From an optimization exercise on the open Yosys and OpenROAD flow, aimed at small area; shortcuts taken in it are not production practice.
Function was checked by simulation only, so behaviour that the tests miss may differ from the original.
Power is estimated from default activity; no workload was simulated.

`flow/config.mk`:
```
export PLATFORM = sky130hd
export DESIGN_NAME = kstc_rx
export DESIGN_NICKNAME = kstc_rx
export VERILOG_FILES = /design/flow/design.v
export SDC_FILE = /design/flow/constraint.sdc
export NUM_CORES = 4
export LEC_CHECK = 0
export CAP_MARGIN = 0
export CORE_MARGIN = 2
export CORE_UTILIZATION = 46
export SLEW_MARGIN = 0
export BUFFER_PORTS_ARGS = -buffer_cell sky130_fd_sc_hd__buf_1
export CTS_ARGS = -sink_clustering_enable -repair_clock_nets -dont_use_dummy_load -buf_list {sky130_fd_sc_hd__clkbuf_8} -sink_clustering_size 18 -sink_clustering_max_diameter 70
export REMOVE_ABC_BUFFERS = 1
```
`flow/design.v`:
```
module kstc_crc32c_step #(
    parameter [31:0] POLY = 32'h82F63B78
) (
    input  wire [31:0] crc_in,
    input  wire [7:0]  data,
    output reg  [31:0] crc_out
);
    integer i;
    always @* begin
        crc_out = crc_in ^ {24'd0, data};
        for (i = 0; i < 8; i = i + 1)
            crc_out = crc_out[0] ? ((crc_out >> 1) ^ POLY) : (crc_out >> 1);
    end
endmodule
module kstc_rx #(
    parameter MAX_PAYLOAD = 64
) (
    input  wire                     clk,
    input  wire                     rst,
    input  wire                     in_valid,
    input  wire [7:0]               in_byte,
    output reg                      out_valid,
    output wire [7:0]               out_pri,
    output wire [15:0]              out_src,
    output wire [15:0]              out_dst,
    output wire [15:0]              out_dspec,
    output wire [63:0]              out_tid,
    output wire [6:0]               out_len,
    output wire [8*MAX_PAYLOAD-1:0] out_payload
);
    localparam [7:0]  DELIM       = 8'h9E;
    localparam [7:0]  ESC         = 8'h8E;
    localparam [31:0] CRC_INIT    = 32'hFFFFFFFF;
    localparam [31:0] CRC_RESIDUE = 32'hB798B438;
    reg        in_frame;    
    reg        fresh;       
    reg        unesc;       
    reg [6:0]  cnt;         
    reg [31:0] crc;
    reg [8*24-1:8]          hdr;       
    reg [8*MAX_PAYLOAD-1:0] buffer;    
    wire [7:0]  eff = unesc ? ~in_byte : in_byte;
    wire        at_pay0  = !fresh && (cnt == 7'd124);            
    wire [31:0] crc_in   = (fresh || at_pay0) ? CRC_INIT : crc;
    wire [31:0] crc_next;
    kstc_crc32c_step u_crc (
        .crc_in  (crc_in),
        .data    (eff),
        .crc_out (crc_next)
    );
    wire is_delim = (in_byte == DELIM);
    wire is_esc   = (in_byte == ESC);
    wire data     = in_valid && !is_delim && !is_esc;
    wire crc_ok   = (crc == CRC_RESIDUE);
    wire at_ovf     = cnt[6] && !cnt[5] && !cnt[4];          
    wire len_ok     = !cnt[6] || at_ovf;                     
    reg bad_data;
    always @* begin
        bad_data = 1'b0;
        if (fresh && eff != 8'h00)
            bad_data = 1'b1;                                 
        if (!fresh && cnt >= 7'd116 && cnt <= 7'd118 && eff != 8'h00)
            bad_data = 1'b1;                                 
        if (!fresh && cnt == 7'd119 && eff != 8'h80)
            bad_data = 1'b1;
        if (at_pay0 && !crc_ok)
            bad_data = 1'b1;                                 
        if (!fresh && at_ovf)
            bad_data = 1'b1;                                 
    end
    wire take_delim = in_valid && is_delim;
    wire emit = take_delim && in_frame && !fresh && len_ok && crc_ok;
    always @(posedge clk) begin
        if (rst)
            in_frame <= 1'b0;
        else if (take_delim)
            in_frame <= 1'b1;
        else if (in_valid && is_esc && unesc)
            in_frame <= 1'b0;                                
        else if (data && bad_data)
            in_frame <= 1'b0;
    end
    always @(posedge clk) begin
        if (in_valid)
            unesc <= is_esc;
        if (take_delim)
            fresh <= 1'b1;
        else if (data)
            fresh <= 1'b0;
        if (data)
            cnt <= fresh ? 7'd93 : cnt + 7'd1;
        if (data)
            crc <= crc_next;
    end
    always @(posedge clk) begin
        if (rst)
            out_valid <= 1'b0;
        else
            out_valid <= emit;
    end
    wire [23:1]            hdr_we;
    wire [MAX_PAYLOAD-1:0] buf_we;
    genvar g;
    generate
        for (g = 1; g <= 23; g = g + 1) begin : g_hdr
            if (g <= 7 || g >= 16) begin : g_used
                localparam [6:0] P = g - 36 + 128;
                wire keep = (cnt[6:3] != P[6:3]) || (cnt[2:0] != P[2:0]);
                assign hdr_we[g] = (cnt == P);
                always @(posedge clk)
                    hdr[8*g +: 8] <= ({8{keep}} | eff) & (hdr[8*g +: 8] | {8{hdr_we[g]}});
            end else begin : g_unused
                assign hdr_we[g] = 1'b0;
            end
        end
        for (g = 0; g < MAX_PAYLOAD; g = g + 1) begin : g_buf
            localparam [6:0] P = (g - 4 + 128) % 128;
            wire keep = (cnt[6:3] != P[6:3]) || (cnt[2:0] != P[2:0]);
            assign buf_we[g] = (cnt == P);
            always @(posedge clk)
                buffer[8*g +: 8] <= ({8{keep}} | eff) & (buffer[8*g +: 8] | {8{buf_we[g]}});
        end
    endgenerate
    assign out_pri     = hdr[15:8];
    assign out_src     = hdr[31:16];
    assign out_dst     = hdr[47:32];
    assign out_dspec   = hdr[63:48];
    assign out_tid     = hdr[191:128];
    assign out_len     = cnt;
    assign out_payload = buffer;
endmodule
```
`flow/standard.sh`:
```
#!/bin/bash
# synth_recipe.tcl (not shown) runs the flow's synth.tcl, then flattens the netlist and writes it again
# the make line also repeats each setting of config.mk as NAME=value (left out here)
make -C /OpenROAD-flow-scripts/flow DESIGN_CONFIG=/design/flow/config.mk WORK_HOME=/design/flow/orfs CLKGATE_MAP_FILE= SYNTH_SCRIPT=/design/flow/synth_recipe.tcl "${@:-finish}"
```
`flow/flow/run.sh`:
```
#!/bin/bash
# Standard ORFS layout (the standard.sh) with these changes:
# - synthesis is the standard flow's synthesis script with only the ABC mapping script
#   replaced by flow/area.abc (area-oriented mapping); flip-flop mapping,
#   flattening and renaming are unchanged;
# - flow/extra.mk is added to config.mk: smallest buffer cell for the port
#   buffers, and CTS with smaller clock buffers and no dummy loads.
set -euo pipefail
W=$PWD
cat flow/extra.mk >> config.mk
sed '/source \$::env(SCRIPTS_DIR)\/synth_preamble.tcl/a set abc_args [lreplace $abc_args 1 1 '"$W"'/flow/area.abc]' \
    "$FLOW_HOME/scripts/synth.tcl" > flow_synth.tcl
grep -q 'flow/area.abc' flow_synth.tcl
sed "s#source \$::env(SCRIPTS_DIR)/synth.tcl#source $W/flow_synth.tcl#" synth_recipe.tcl > flow_synth_recipe.tcl
grep -q 'flow_synth.tcl' flow_synth_recipe.tcl
bash standard.sh synth SYNTH_SCRIPT="$W/flow_synth_recipe.tcl" > synth_make.log 2>&1
bash standard.sh > standard_make.log 2>&1
```
`flow/flow/extra.mk`:
```
export BUFFER_PORTS_ARGS = -buffer_cell sky130_fd_sc_hd__buf_1
export CTS_ARGS = -sink_clustering_enable -repair_clock_nets -dont_use_dummy_load -buf_list {sky130_fd_sc_hd__clkbuf_8} -sink_clustering_size 18 -sink_clustering_max_diameter 70
export REMOVE_ABC_BUFFERS = 1
```
`flow/constraint.sdc`:
```
create_clock -name core_clock -period 5.0 [get_ports {clk}]
set_input_delay 1.0000 -clock core_clock [delete_from_list [all_inputs] [get_ports {clk}]]
set_output_delay 1.0000 -clock core_clock [all_outputs]
set_load 0.01 [all_outputs]
```
`flow/flow/area.abc`:
```
strash
&get -n
&fraig -x
&put
scorr
dc2
dch
amap
topo
```
==> impl_metrics.json, run 1 <==
{
  "grt_pass1_wl_um": 112000,
  "cp-end-kind": "flop",
  "htreeDepth": 2,
  "p_int_mw": 9.27,
  "ff2ff_path_depth": 19,
  "cts_num_sinks": 675,
  "routed_wl_um": 78300,
  "worstHoldEndpoint": "buffer[319]$_DFF_P_",
  "r2r_slack_ns": 0.53,
  "antenna_found_initial": 0,
  "holdCritPathClass": "reg -> reg",
  "firstDrtPassIters": 5,
  "synthCells": 2213,
  "fp.dieArea_mm2": 0.0485,
  "power.share.sequential_pct": 52.3,
  "layout_worst_path_cycle_share_pct": 89.3,
  "grt_max_degree": 62,
  "clk_path_buf_depth": 3,
  "pwr-share-comb_pct": 31.0,
  "drc": 0,
  "antenna_left": 0,
  "muxShareOfSynthArea_pct": 0,
  "grt_use_met1_pct": 39.1,
  "synth_compound_area_share_pct": 20.4,
  "synth-xor-area-share_pct": 0,
  "maxCapViolations": 0,
  "insertion_delay_ns": 0.64,
  "dp_slack_ns": 0.301,
  "fin_worst_skew_ns": 0.0603,
  "clock-root-buffer": "clkbuf_8",
  "cp_max_fo": 15,
  "power.leakage_nw": 9.53,
  "yosysUniqueCellTypes": 27,
  "core_mm2": 0.0464,
  "p_per_area_mw_per_mm2": 571,
  "diodes": 0,
  "wl_per_cell_um": 22.0,
  "stdcell_area_mm2": 0.0257,
  "hpwl_um": 56400,
  "status": "timing/DRC/antenna clean",
  "grt_pass1_vias": 16900,
  "crit_type": "reg -> reg",
  "power_mw": 14.7,
  "r2r_start": "cnt[5]$_SDFFCE_PP0P_",
  "vias": 18900,
  "use_met2_pct": 51.0,
  "num-fill-cells": 4424,
  "post-cts-setup-buffers": 0,
  "fmax_mhz": 224,
  "cp.arrival_ns": 4.85,
  "yosysWarnings": 2,
  "worstSetupStartpointType": "flop",
  "setup_viol": 0,
  "slew_violations": 0,
  "gp_congestion": 0.922,
  "required_ns": 5.39,
  "worst_slack_ns": 0.534,
  "maxSlewHeadroom_pct": 24.5,
  "synth-seq-area-share_pct": 64.8,
  "numCtsBuffers": 44,
  "port_buffers": 650,
  "start_util_pct": 46.3,
  "fin_hold_ws_ns": 0.469,
  "ys_ff_latch": 675,
  "std_cell_rows": 79,
  "syn_to_final_growth_pct": 19.7,
  "final_util_pct": 55.5,
  "p_sw_share_pct": 36.9,
  "synth_top_family_by_area": "compound AO/OA/AOI/OAI gates",
  "fp.dieW_um": 220,
  "drive_above_1_share_pct": 3.32,
  "holdPathStages": 1,
  "avgSynthCellArea_um2": 9.71,
  "tightest_slew_ns": 1.13,
  "grt_usage_pct": 30.8,
  "p_clk_share_pct": 16.7,
  "top_usage_layer": "met2",
  "chipHeight_um": 220,
  "critPathLaunch": "cnt[5]$_SDFFCE_PP0P_",
  "timing_hold_violations_final": 0,
  "synth_area_mm2": 0.0215,
  "reg2reg_to": "crc[3]$_DFFE_PP_",
  "drtIter0Drc": 1301,
  "peakVddDrop_mv": 0.298,
  "clk_transition_reported_paths_ns": 0.11,
  "switchingPower_mw": 5.43,
  "rsz0062_at_grt": "no",
  "min_period_ns": 4.47,
  "pin_count": 651,
  "place_area_mm2": 0.0251,
  "use_met3_pct": 6.60,
  "synthAdderAreaFrac_pct": 0.349,
  "min_from": "buffer[319]$_DFF_P_",
  "yosys.area_share.simple_pct": 13.6,
  "cts_tree": "done",
  "drt-vias-per-instance": 5.30,
  "fin_nets": 2969,
  "grt_overflow_total": 0
}
## cells by family (layout without fill, tap and decap cells)
group / after synthesis / after routing
compound gates: 746 / 746
fa+ha+maj: 6 / 6
buf+inv: 47 / 784
flops: 675 / 675
simple gates: 739 / 739
## registers in the layout, indices dropped and copies added, names as in the netlist
signal,cells
crc,32
cnt,7
fresh,1
in_frame,1
buffer,512
hdr,120
out_valid,1
unesc,1
## cell usage in the layout (no fill, tap or decap), types with 3 or more instances in the layout
| cell type | count |
|---|---|
| nor2_1 | 651 |
| buf_1 | 650 |
| dfxtp_1 | 635 |
| a21oi_1 | 531 |
| o22a_1 | 161 |
| clkinv_1 | 46 |
| clkbuf_8 | 44 |
| buf_4 | 43 |
| edfxtp_1 | 40 |
| nand2_1 | 30 |
| o22ai_1 | 23 |
| or2_0 | 18 |
| o21ai_0 | 16 |
| nand4_1 | 14 |
| a21oi_4 | 6 |
| ha_1 | 6 |
| nor3_1 | 5 |
| nor4_1 | 4 |
| or3_1 | 3 |
| or4b_1 | 3 |
## worst max-delay path, cell delays in order, from the launching register on
cell,delay (ns)
edfxtp_1,0.61
nand4_1,0.33
nor2_1,0.24
nor2_1,0.08
clkinv_1,0.13
nor2_1,0.07
o21ai_0,0.23
clkinv_1,0.32
o22ai_1,0.35
clkinv_1,0.13
o22ai_1,0.25
nor2_1,0.09
a21oi_1,0.13
buf_4,0.19
clkinv_1,0.07
buf_4,0.19
o22ai_1,0.35
nor2_1,0.07
a21oi_1,0.28
a21oi_1,0.11
## through the flow
step,instances,setup TNS (ns)
after global placement,3513,0
after detailed placement,3513,0
after CTS,3557,0
final,3557,0
after global routing,3557,0
after floorplan,2213,-75.23
## worst max-delay path by stage
stage / slack [ns] / end / cells past startpoint
after floorplan: -3.15 / crc[3]$_DFFE_PP_ / 15
after global placement: 0.38 / crc[4]$_DFFE_PP_ / 14
after detailed placement: 0.30 / crc[20]$_DFFE_PP_ / 18
after CTS: 0.43 / crc[21]$_DFFE_PP_ / 17
after global routing: 0.06 / crc[5]$_DFFE_PP_ / 19
final: 0.53 / crc[3]$_DFFE_PP_ / 19
## synthesized netlist by cell type
master,n,area [um^2]
dfxtp_1,635,12700
and3_1,1,6.26
a31oi_1,1,6.26
o22ai_1,26,163
a311oi_1,1,8.76
nor4_1,4,25.0
nand4b_1,2,17.5
o221ai_1,2,17.5
clkinv_1,47,176
o2111a_1,1,11.3
o21a_1,1,7.51
nand2b_1,1,6.26
nand2_1,30,113
or2_0,18,113
ha_1,6,75.1
o21ai_0,16,80.1
or4b_1,3,30.0
or3_1,3,18.8
nor2b_1,3,18.8
or4_1,2,15.0
edfxtp_1,40,1200
nor3_1,5,25.0
nand3_1,2,10.0
a21oi_1,537,2690
nor2_1,651,2440
nand4_1,14,87.6
o22a_1,161,1410
## cell type report
cell class | instances | area, um^2 | area share [%]
flip-flops and latches | 675 | 13900 | 54.1
inverters | 47 | 176 | 0.686
repair buffers | 693 | 2760 | 10.7
multi-input cells | 1491 | 7500 | 29.2
well taps | 607 | 759 | 2.95
clock buffers | 44 | 606 | 2.35
## layer usage
layer	share of wire (%)	vias to the layer above
met5	0	-
met4	4.2	0
met3	7.1	151
met2	47	669
met1	41	8821
li1	-	9228
## power groups by stage
stage	Sequential, mW	Clock [mW]	Combinational [mW]
finish	7.69	2.45	4.56
floorplan	8.25	0	1.98
global route	7.83	2.69	4.98
global placement	7.75	0	4.50
detailed placement	7.80	0	4.54
CTS	7.68	2.50	4.56
## repair_timing
action                                 in CTS  in global routing
setup endpoints to repair                   0                  3
hold buffers                                0                  0
endpoints found under the hold margin       0                  0
gates resized for setup                     0                  2
==> run 2, diff against run 1 <==
==> flow/flow/extra.mk (replaced) <==
export BUFFER_PORTS_ARGS = -buffer_cell sky130_fd_sc_hd__buf_1
export CTS_ARGS = -sink_clustering_enable -repair_clock_nets -dont_use_dummy_load -buf_list {sky130_fd_sc_hd__clkbuf_8} -sink_clustering_size 20 -sink_clustering_max_diameter 50
export REMOVE_ABC_BUFFERS = 1
--- a/flow/config.mk
+++ b/flow/config.mk
@@ -10,5 +10,5 @@
 export CORE_UTILIZATION = 46
 export SLEW_MARGIN = 0
 export BUFFER_PORTS_ARGS = -buffer_cell sky130_fd_sc_hd__buf_1
-export CTS_ARGS = -sink_clustering_enable -repair_clock_nets -dont_use_dummy_load -buf_list {sky130_fd_sc_hd__clkbuf_8} -sink_clustering_size 18 -sink_clustering_max_diameter 70
+export CTS_ARGS = -sink_clustering_enable -repair_clock_nets -dont_use_dummy_load -buf_list {sky130_fd_sc_hd__clkbuf_8} -sink_clustering_size 20 -sink_clustering_max_diameter 50
 export REMOVE_ABC_BUFFERS = 1
==> run 2 against run 1 <==
Effect of this change:
- still clean
- first-iteration DRC count is 6.2% lower
- fmax grew 0.38%
- combinational power about the same
- sequential share of layout area fell by 0.17 points
- global-route usage is 0.070 points lower
- design area is 0.32% higher
- total power increased by 0.77%
- synthesized cell count unchanged
- critical endpoint is now crc[21]$_DFFE_PP_
- largest power group unchanged
==> impl_metrics.json, run 2 <==
{
  "status": "timing/DRC/antenna clean",
  "p_int_mw": 9.37,
  "grt_overflow_total": 0,
  "synth-seq-area-share_pct": 64.8,
  "chipHeight_um": 220,
  "critPathLaunch": "unesc$_DFFE_PP_",
  "maxSlewHeadroom_pct": 22.6,
  "stdcell_area_mm2": 0.0258,
  "worst_slack_ns": 0.551,
  "largest_reg_flops": 512,
  "maxCapViolations": 0,
  "core_mm2": 0.0464,
  "cp_max_fo": 8,
  "pin_count": 651,
  "dp.cells": 3513,
  "layout_worst_path_cycle_share_pct": 89.0,
  "yosysTopAreaCell": "dfxtp_1",
  "wl_per_cell_um": 22.0,
  "dp_slack_ns": 0.301,
  "netlist_top_cells_area": "dfxtp_1 59%, a21oi_1 13%, nor2_1 11%",
  "yosysWarnings": 2,
  "syn_to_final_growth_pct": 20.1,
  "rsz0062_at_grt": "no",
  "grt_pass1_wl_um": 112000,
  "peakVddDrop_mv": 0.334,
  "slew_violations": 0,
  "drc": 0,
  "clk_path_buf_depth": 3,
  "yosysMostFrequentCell": "nor2_1",
  "r2r_slack_ns": 0.55,
  "regArea_mm2": 0.0139,
  "vias": 18900,
  "reg2reg_to": "crc[21]$_DFFE_PP_",
  "timing_hold_violations_final": 0,
  "fp.dieArea_mm2": 0.0485,
  "clk_transition_reported_paths_ns": 0.08,
  "ff2ff_path_depth": 17,
  "diodes": 0,
  "place_area_mm2": 0.0251,
  "final_common_cell": "nor2_1",
  "synth-edff-count": 40,
  "p_per_area_mw_per_mm2": 574,
  "top_regs": "buffer (512), hdr (120), crc (32)",
  "fmax_mhz": 225,
  "insertion_delay_ns": 0.68,
  "antenna_found_initial": 0,
  "clock-root-buffer": "clkbuf_8",
  "firstDrtPassIters": 5,
  "hpwl_um": 56400,
  "fin_cells": 3563,
  "cts_num_sinks": 675,
  "gp_congestion": 0.922,
  "start_util_pct": 46.3,
  "synth_common_cells": "651 x nor2_1, 635 x dfxtp_1, 537 x a21oi_1, 161 x o22a_1, 47 x clkinv_1",
  "routed_wl_um": 78300,
  "required_ns": 5.38,
  "holdCritPathClass": "reg -> reg",
  "ys_ff_latch": 675,
  "drtIter0Drc": 1220,
  "tightest_slew_ns": 1.16,
  "grt_usage_pct": 30.7,
  "drt-vias-per-instance": 5.30,
  "power.share.sequential_pct": 51.9,
  "worstSetupStartpointType": "flop",
  "layout_common_cells": "651 x nor2_1, 650 x buf_1, 635 x dfxtp_1",
  "fin_nets": 2975,
  "synthCells": 2213,
  "numCtsBuffers": 50,
  "port_buffers": 650,
  "fin_setup_tns_ns": 0,
  "power.leakage_nw": 9.57,
  "synth_top_flop_cell": "dfxtp_1",
  "final_util_pct": 55.7,
  "antenna_left": 0,
  "drive_above_1_share_pct": 3.52,
  "crit_type": "reg -> reg",
  "cp-end-kind": "flop",
  "multi_input_area_mm2": 0.00750,
  "grt_max_degree": 62,
  "crit_end": "crc[21]$_DFFE_PP_",
  "avgSynthCellArea_um2": 9.71,
  "cp.arrival_ns": 4.83,
  "cts_tree": "done",
  "std_cell_rows": 79,
  "synthArstFlopShare_pct": 0,
  "grt_pass1_vias": 16900,
  "synth_top_area_share_pct": 59.2,
  "yosysUniqueCellTypes": 27,
  "synth_area_mm2": 0.0215,
  "switchingPower_mw": 5.44,
  "pwr-share-comb_pct": 30.8,
  "r2r_start": "unesc$_DFFE_PP_",
  "fin_worst_skew_ns": 0.0450,
  "p_clk_share_pct": 17.3,
  "htreeDepth": 2,
  "num-fill-cells": 4438,
  "min_period_ns": 4.45,
  "p_sw_share_pct": 36.7,
  "top_register": "buffer",
  "setup_viol": 0,
  "fp.dieW_um": 220
}
run 2: cell type report:
cell class              instances  share of cell area [%]
clock buffers                  50                    2.67
repair buffers                693                    10.7
flip-flops and latches        675                    53.9
inverters                      47                   0.684
multi-input cells            1491                    29.1
well taps                     607                    2.94
run 2: metrics by stage:
step,hold WS (ns),power [mW]
5_1_grt,0.491,15.6
2_1_floorplan,0.508,10.2
4_1_cts,0.481,14.9
3_5_place_dp,0.464,12.3
6_report,0.480,14.8
3_3_place_gp,0.458,12.2
run 2: what timing repair did:
| item | 4_1_cts | 5_1_grt |
|---|---|---|
| hold buffers | 0 | 0 |
| setup endpoints to repair | 0 | 2 |
| setup buffers | 0 | 0 |
| resized for setup | 0 | 2 |
run 2: logic make-up after synthesis:
family | share of synthesized area (%)
AO/OA/AOI/OAI | 20.4
adder cells (fa/ha/maj) | 0.349
buffers and inverters | 0.821
flip-flops | 64.8
AND/OR/NAND/NOR | 13.6
run 2: power by group through the flow:
stage | Clock, mW | Combinational [mW] | Sequential, mW
floorplan | 0 | 1.98 | 8.25
global placement | 0 | 4.50 | 7.75
detailed placement | 0 | 4.54 | 7.80
CTS | 2.62 | 4.56 | 7.68
global route | 2.81 | 4.98 | 7.83
finish | 2.56 | 4.56 | 7.69
run 2: worst min-delay path by stage:
stage / start / end / slack (ns) / cells after the start
floorplan: buffer[0]$_DFF_P_ / buffer[0]$_DFF_P_ / 0.51 / 2
global placement: buffer[383]$_DFF_P_ / buffer[383]$_DFF_P_ / 0.46 / 1
detailed placement: hdr[56]$_DFF_P_ / hdr[56]$_DFF_P_ / 0.46 / 1
CTS: buffer[507]$_DFF_P_ / buffer[507]$_DFF_P_ / 0.48 / 1
global route: hdr[189]$_DFF_P_ / hdr[189]$_DFF_P_ / 0.49 / 1
finish: hdr[27]$_DFF_P_ / hdr[27]$_DFF_P_ / 0.48 / 1
run 2: worst max-delay path: stages (launching register included):
cell and delay (ns):
edfxtp_1 0.49, clkinv_1 0.44, buf_4 0.34, nor2_1 0.20, a21oi_4 0.05, clkinv_1 0.08, nor2_1 0.04, a21oi_1 0.12
buf_4 0.18, clkinv_1 0.21, o22ai_1 0.36, clkinv_1 0.20, o22ai_2 0.34, clkinv_1 0.20, o22ai_1 0.34, clkinv_1 0.18
o22ai_1 0.29, a21oi_1 0.10
run 2: metal layers:
layer  part of all wire [%]  global-route usage, %
met2                     47                   51.1
met3                    7.7                   7.12
met4                    4.2                   12.6
met5                      0                      0
met1                     41                   38.6
==> run 3, diff against run 2 <==
==> flow/flow/extra.mk (replaced) <==
export BUFFER_PORTS_ARGS = -buffer_cell sky130_fd_sc_hd__buf_1
export CTS_ARGS = -sink_clustering_enable -repair_clock_nets -dont_use_dummy_load -buf_list {sky130_fd_sc_hd__clkbuf_16} -sink_clustering_size 36 -sink_clustering_max_diameter 60
export REMOVE_ABC_BUFFERS = 1
--- a/flow/config.mk
+++ b/flow/config.mk
@@ -10,5 +10,5 @@
 export CORE_UTILIZATION = 46
 export SLEW_MARGIN = 0
 export BUFFER_PORTS_ARGS = -buffer_cell sky130_fd_sc_hd__buf_1
-export CTS_ARGS = -sink_clustering_enable -repair_clock_nets -dont_use_dummy_load -buf_list {sky130_fd_sc_hd__clkbuf_8} -sink_clustering_size 20 -sink_clustering_max_diameter 50
+export CTS_ARGS = -sink_clustering_enable -repair_clock_nets -dont_use_dummy_load -buf_list {sky130_fd_sc_hd__clkbuf_16} -sink_clustering_size 36 -sink_clustering_max_diameter 60
 export REMOVE_ABC_BUFFERS = 1
==> run 3 against run 2 <==
Effect of this change:
- via count about the same
- fmax is 2.7% lower
- synthesized cell count did not move
- critical path type unchanged
- highest routed layer unchanged
==> impl_metrics.json, run 3 <==
{
  "min_period_ns": 4.57,
  "synth-seq-area-share_pct": 64.8,
  "maxSlewHeadroom_pct": 24.9,
  "avgSynthCellArea_um2": 9.71,
  "yosysUniqueCellTypes": 27,
  "use_met2_pct": 51.4,
  "layout_worst_path_cycle_share_pct": 91.4,
  "diodes": 0,
  "fp.dieArea_mm2": 0.0485,
  "setup_viol": 0,
  "power_mw": 15.4,
  "p_per_area_mw_per_mm2": 590,
  "post-cts-setup-buffers": 0,
  "largest_reg_flops": 512,
  "vias": 18900,
  "use_met3_pct": 6.79,
  "synth-edff-count": 40,
  "timing_hold_violations_final": 0,
  "fin_worst_skew_ns": 0.0499,
  "clk_transition_reported_paths_ns": 0.07,
  "pin_count": 651,
  "fin_nets": 2966,
  "holdCritPathClass": "reg -> reg",
  "hpwl_um": 56400,
  "cp.arrival_ns": 4.89,
  "synth_top_flop_cell": "dfxtp_1",
  "yosysTopAreaCell": "dfxtp_1",
  "yosysWarnings": 2,
  "clock-root-buffer": "clkbuf_16",
  "cp_max_fo": 8,
  "r2r_start": "unesc$_DFFE_PP_",
  "rsz0062_at_grt": "no",
  "synth_area_mm2": 0.0215,
  "drt-vias-per-instance": 5.31,
  "top_usage_layer": "met2",
  "crit_type": "reg -> reg",
  "maxCapViolations": 0,
  "syn_to_final_growth_pct": 21.6,
  "synthArstFlopShare_pct": 0,
  "insertion_delay_ns": 0.60,
  "chipHeight_um": 220,
  "synthCells": 2213,
  "slew_violations": 0,
  "layout_common_cells": "651 x nor2_1, 650 x buf_1, 635 x dfxtp_1",
  "std_cell_rows": 79,
  "port_buffers": 650,
  "ys_ff_latch": 675,
  "top_regs": "buffer (512), hdr (120), crc (32)",
  "reg2reg_to": "crc[21]$_DFFE_PP_",
  "core_mm2": 0.0464,
  "peakVddDrop_mv": 0.332,
  "firstDrtPassIters": 5,
  "fp.dieW_um": 220,
  "ff2ff_path_depth": 17,
  "gp_congestion": 0.922,
  "yosysMostFrequentCell": "nor2_1",
  "antenna_found_initial": 0,
  "grt_usage_pct": 30.7,
  "netlist_top_cells_area": "dfxtp_1 59%, a21oi_1 13%, nor2_1 11%",
  "top_register": "buffer",
  "cts_resized": 0,
  "cp-end-kind": "flop",
  "antenna_left": 0,
  "drtIter0Drc": 1314,
  "cts_num_sinks": 675,
  "tightest_slew_ns": 1.12,
  "synth_top_area_share_pct": 59.2,
  "grt_use_met1_pct": 38.9,
  "final_common_cell": "nor2_1",
  "r2r_slack_ns": 0.43,
  "drc": 0,
  "fmax_mhz": 219,
  "status": "timing/DRC/antenna clean",
  "synth_common_cells": "651 x nor2_1, 635 x dfxtp_1, 537 x a21oi_1, 161 x o22a_1, 47 x clkinv_1",
  "required_ns": 5.31,
  "crit_end": "crc[21]$_DFFE_PP_",
  "grt_pass1_vias": 16900,
  "fin_setup_tns_ns": 0,
  "drive_above_1_share_pct": 3.19,
  "wl_per_cell_um": 22.0,
  "final_util_pct": 56.4,
  "cts_hold_buf": 0,
  "cts_tree": "done",
  "min_from": "buffer[254]$_DFF_P_",
  "power.leakage_nw": 9.72,
  "clk_path_buf_depth": 3,
  "worstSetupStartpointType": "flop",
  "grt_pass1_wl_um": 112000,
  "grt_max_degree": 62,
  "grt_overflow_total": 0,
  "critPathLaunch": "unesc$_DFFE_PP_",
  "start_util_pct": 46.3,
  "htreeDepth": 2,
  "routed_wl_um": 78300,
  "numCtsBuffers": 41
}
## run 3: layer usage
| metal | wire length [um] | vias to the layer above |
|---|---|---|
| li1 | - | 9237 |
| met1 | 32200 | 8827 |
| met2 | 37200 | 679 |
| met3 | 5700 | 140 |
| met4 | 3170 | 0 |
| met5 | 0 | - |
## run 3: where the power goes
part	total [mW]	switching (mW)	internal, mW
Combinational	4.56	3.00	1.55
Clock	3.17	1.71	1.46
Sequential	7.69	0.772	6.92
## run 3: final cells by class
cell class	count	area, um^2
fill	4379	20200
sequential	675	13900
multi-input combinational	1491	7500
timing repair buffer	693	2760
clock buffer	41	1030
tap	607	759
inverter	47	176
## run 3: critical path, stage by stage, from the launching register on
cell	delay, ns
edfxtp_1	0.49
clkinv_1	0.44
buf_4	0.34
nor2_1	0.20
a21oi_4	0.05
clkinv_1	0.08
nor2_1	0.04
a21oi_1	0.12
buf_4	0.18
clkinv_1	0.21
o22ai_1	0.33
clkinv_1	0.17
o22ai_1	0.46
clkinv_1	0.25
o22ai_1	0.35
clkinv_1	0.18
o22ai_1	0.30
a21oi_1	0.11
## run 3: logic make-up after synthesis
logic type,Yosys count,share of synthesized area (%)
DFF,675,64.8
adders and majority gates,6,0.349
buffers and inverters,47,0.821
and+or+nand+nor,739,13.6
AOI/OAI and AO/OA,746,20.4
## run 3: through the flow
| step | worst slack, ns | hold slack, ns | instances | area [um^2] |
|---|---|---|---|---|
| 6_report | 0.428 | 0.477 | 3554 | 26100 |
| 5_1_grt | 0.00657 | 0.491 | 3554 | 26100 |
| 4_1_cts | 0.442 | 0.477 | 3554 | 26100 |
| 3_5_place_dp | 0.301 | 0.464 | 3513 | 25100 |
| 3_3_place_gp | 0.382 | 0.458 | 3513 | 25100 |
| 2_1_floorplan | -3.15 | 0.508 | 2213 | 21500 |
## run 3: worst min-delay path by stage
stage	to	slack [ns]	cells past startpoint
global route	buffer[380]$_DFF_P_	0.49	1
CTS	buffer[156]$_DFF_P_	0.48	1
floorplan	buffer[0]$_DFF_P_	0.51	2
global placement	buffer[383]$_DFF_P_	0.46	1
detailed placement	hdr[56]$_DFF_P_	0.46	1
finish	buffer[254]$_DFF_P_	0.48	1
==> run 4, diff against run 3 <==
==> flow/flow/extra.mk (replaced) <==
export BUFFER_PORTS_ARGS = -buffer_cell sky130_fd_sc_hd__buf_1
export CTS_ARGS = -sink_clustering_enable -repair_clock_nets -dont_use_dummy_load -buf_list {sky130_fd_sc_hd__clkbuf_8 sky130_fd_sc_hd__clkbuf_16} -sink_clustering_buffer sky130_fd_sc_hd__clkbuf_16 -sink_clustering_size 32 -sink_clustering_max_diameter 70
export REMOVE_ABC_BUFFERS = 1
--- a/flow/config.mk
+++ b/flow/config.mk
@@ -10,5 +10,5 @@
 export CORE_UTILIZATION = 46
 export SLEW_MARGIN = 0
 export BUFFER_PORTS_ARGS = -buffer_cell sky130_fd_sc_hd__buf_1
-export CTS_ARGS = -sink_clustering_enable -repair_clock_nets -dont_use_dummy_load -buf_list {sky130_fd_sc_hd__clkbuf_16} -sink_clustering_size 36 -sink_clustering_max_diameter 60
+export CTS_ARGS = -sink_clustering_enable -repair_clock_nets -dont_use_dummy_load -buf_list {sky130_fd_sc_hd__clkbuf_8 sky130_fd_sc_hd__clkbuf_16} -sink_clustering_buffer sky130_fd_sc_hd__clkbuf_16 -sink_clustering_size 32 -sink_clustering_max_diameter 70
 export REMOVE_ABC_BUFFERS = 1
==> run 4 against run 3 <==
Effect of this change:
- still clean on timing, DRC and antenna
- fmax increased by 1.6%
- clock skew increased by 0.0059 ns
- synthesized cell count unchanged
- critical endpoint is now crc[3]$_DFFE_PP_
- largest cell class unchanged
==> impl_metrics.json, run 4 <==
{
  "yosys.area_share.simple_pct": 13.6,
  "final_common_cell": "nor2_1",
  "grt_overflow_total": 0,
  "p_clk_share_pct": 19.6,
  "muxShareOfSynthArea_pct": 0,
  "port_buffers": 650,
  "grt_pass1_vias": 16800,
  "status": "timing/DRC/antenna clean",
  "clk_transition_reported_paths_ns": 0.08,
  "cts_num_sinks": 675,
  "synthCells": 2213,
  "core_mm2": 0.0464,
  "num-fill-cells": 4384,
  "maxCapViolations": 0,
  "diodes": 0,
  "fp.dieArea_mm2": 0.0485,
  "clock-root-buffer": "clkbuf_16",
  "crit_chain": "clkinv_1 > a21oi_4 > clkinv_1 > o21ai_0 > clkinv_1 > o22ai_1 > clkinv_1 > o22ai_1 > nor2_1 > a21oi_1 > buf_4 > clkinv_1 > buf_4 > o22ai_1 > nor2_1 > a21oi_1 > a21oi_1",
  "netlist_top_cells_area": "dfxtp_1 59%, a21oi_1 13%, nor2_1 11%",
  "crit_type": "reg -> reg",
  "cp_top_family": "compound AO/OA/AOI/OAI gates",
  "top_usage_layer": "met2",
  "fin_cells": 3549,
  "grt_pass1_wl_um": 112000,
  "grt_max_degree": 62,
  "power.leakage_nw": 9.66,
  "min_period_ns": 4.50,
  "switchingPower_mw": 5.48,
  "vias": 18800,
  "cpMostUsedCell": "clkinv_1",
  "timing_hold_violations_final": 0,
  "fmax_mhz": 222,
  "antenna_left": 0,
  "clk_path_buf_depth": 3,
  "htreeDepth": 2,
  "grt_use_met1_pct": 38.9,
  "synth_top_family_by_area": "compound AO/OA/AOI/OAI gates",
  "tightest_slew_ns": 1.15,
  "use_met2_pct": 51.2,
  "drtIter0Drc": 1343,
  "slew_violations": 0,
  "firstDrtPassIters": 8,
  "peakVddDrop_mv": 0.333,
  "cp_max_fo": 15,
  "grt_usage_pct": 30.7,
  "fin_worst_skew_ns": 0.0558,
  "worst_slack_ns": 0.499,
  "synth_top_area_share_pct": 59.2,
  "wl_per_cell_um": 22.1,
  "layout_common_cells": "651 x nor2_1, 650 x buf_1, 635 x dfxtp_1",
  "top_regs": "buffer (512), hdr (120), crc (32)",
  "avgSynthCellArea_um2": 9.71,
  "worstSetupStartpointType": "flop",
  "largest_reg_flops": 512,
  "layout_worst_path_cycle_share_pct": 90.0,
  "synth-xor-area-share_pct": 0,
  "synth_area_mm2": 0.0215,
  "yosysWarnings": 2,
  "regArea_mm2": 0.0139,
  "std_cell_rows": 79,
  "synth-edff-count": 40,
  "yosysMostFrequentCell": "nor2_1",
  "cp.arrival_ns": 4.79,
  "pin_count": 651,
  "multi_input_area_mm2": 0.00750,
  "critPathBufInv": 7,
  "use_met3_pct": 6.39,
  "gp_congestion": 0.922,
  "holdCritPathClass": "reg -> reg",
  "synthAdderAreaFrac_pct": 0.349,
  "top_register": "buffer",
  "required_ns": 5.29,
  "post-cts-setup-buffers": 0,
  "syn_to_final_growth_pct": 21.1,
  "rsz0062_at_grt": "no",
  "synth-seq-area-share_pct": 64.8,
  "drt-vias-per-instance": 5.29,
  "synthArstFlopShare_pct": 0,
  "drive_above_1_share_pct": 3.06,
  "power.share.sequential_pct": 50.4,
  "pwr-share-comb_pct": 30.0,
  "dp_slack_ns": 0.301,
  "fin_setup_tns_ns": 0,
  "fin_hold_ws_ns": 0.480,
  "setup_viol": 0,
  "synth_compound_area_share_pct": 20.4,
  "p_sw_share_pct": 35.9,
  "fp.dieW_um": 220,
  "ys_ff_latch": 675,
  "drc": 0,
  "start_util_pct": 46.3,
  "insertion_delay_ns": 0.60,
  "slowest_delay_ns": 0.50,
  "yosysUniqueCellTypes": 27,
  "yosysTopAreaCell": "dfxtp_1",
  "p_int_mw": 9.77,
  "p_per_area_mw_per_mm2": 586,
  "cts_tree": "done",
  "dp.cells": 3513,
  "numCtsBuffers": 36,
  "chipHeight_um": 220,
  "maxSlewHeadroom_pct": 22.9,
  "antenna_found_initial": 0,
  "cp-end-kind": "flop",
  "hpwl_um": 56400,
  "synth_common_cells": "651 x nor2_1, 635 x dfxtp_1, 537 x a21oi_1, 161 x o22a_1, 47 x clkinv_1",
  "routed_wl_um": 78300,
  "fin_nets": 2961,
  "crit_slowest_cell": "edfxtp_1",
  "synth_top_flop_cell": "dfxtp_1"
}
run 4: changes by cell type in the layout (fill, tap and decap cells not counted):
cell / delta
clkbuf_16: -5
o22ai_1: -1
o22ai_2: +1
run 4: final timing paths:
check,depth (start not counted),from,slack [ns],to
max reg2reg,17,unesc$_DFFE_PP_,0.50,crc[3]$_DFFE_PP_
min reg2reg,1,buffer[281]$_DFF_P_,0.48,buffer[281]$_DFF_P_
max,17,unesc$_DFFE_PP_,0.50,crc[3]$_DFFE_PP_
min,1,buffer[281]$_DFF_P_,0.48,buffer[281]$_DFF_P_
run 4: timing repair:
item | 4_1_cts | 5_1_grt
hold buffers | 0 | 0
gates resized for setup | 0 | 2
setup endpoints to repair | 0 | 4
run 4: cell type report:
cell class | count | share of cell area, %
clock buffer | 36 | 3.46
inverter | 47 | 0.678
multi-input combinational | 1491 | 28.8
sequential | 675 | 53.5
tap | 607 | 2.92
timing repair buffer | 693 | 10.6
run 4: kinds of logic after synthesis:
kind of cell	Yosys count
AO/OA/AOI/OAI	746
AND/OR/NAND/NOR	739
flip-flops	675
buffers and inverters	47
adder cells (fa/ha/maj)	6
run 4: power by group through the flow:
stage | clock network, mW | logic (mW) | registers, mW
final | 2.99 | 4.57 | 7.69
after global routing | 3.22 | 4.98 | 7.83
after CTS | 3.04 | 4.56 | 7.68
after detailed placement | 0 | 4.54 | 7.80
after global placement | 0 | 4.50 | 7.75
after floorplan | 0 | 1.98 | 8.25
run 4: worst register-to-register path, cell delays in order (launching register included):
cell and delay (ns):
edfxtp_1 0.50, clkinv_1 0.45, a21oi_4 0.26, clkinv_1 0.20, o21ai_0 0.27, clkinv_1 0.32, o22ai_1 0.35, clkinv_1 0.13
o22ai_1 0.25, nor2_1 0.09, a21oi_1 0.13, buf_4 0.19, clkinv_1 0.07, buf_4 0.19, o22ai_1 0.37, nor2_1 0.07
a21oi_1 0.28, a21oi_1 0.11
run 4: per-stage QoR:
stage                     area [um^2]  util [%]  power (mW)
after global placement          25100      54.2        12.2
after floorplan                 21500         -        10.2
after CTS                       26000      56.1        15.3
after detailed placement        25100      54.2        12.3
after global routing            26000      56.1        16.0
final                           26000      56.1        15.2
run 4: per-layer routing:
layer  share of wire (%)  routed length [um]  vias up
li1                    -                   -     9224
met1                  42               32700     8775
met2                  47               37100      627
met3                 6.7                5270      144
met4                 4.1                3220        0
met5                   0                   0        -

==> static timing again, ports no longer ideal <==
The flow's constraints put no driver on any port. The routed layouts listed below were extracted and timed again, unchanged, in two steps.
Step 1 assumes that a clkbuf_16 drives the clock port and a buf_2 every other input.
Step 2 times the ports against the registers' clock, not the clock port: input delays grow and output delays shrink by t, the midpoint of the rising clock arrivals with the driver on.
Slacks: ideal ports / drivers / drivers and shift; pairs: ideal ports / drivers.
| run | t (ns) | setup slack, ns | worst setup path at the end |
|---|---|---|---|
| run 1 | 0.682 | 0.534 / 0.534 / 0.293 | input to register |
| run 2 | 0.713 | 0.551 / 0.551 / 0.301 | input to register |
| run 3 | 0.631 | 0.428 / 0.428 / 0.248 | input to register |
| run 4 | 0.624 | 0.499 / 0.499 / 0.234 | input to register |
After both steps setup and hold are still met in every run listed. For run 4, which loses most, drivers alone change the setup slack by 0.000 ns; drivers and shift together by -0.265 ns.
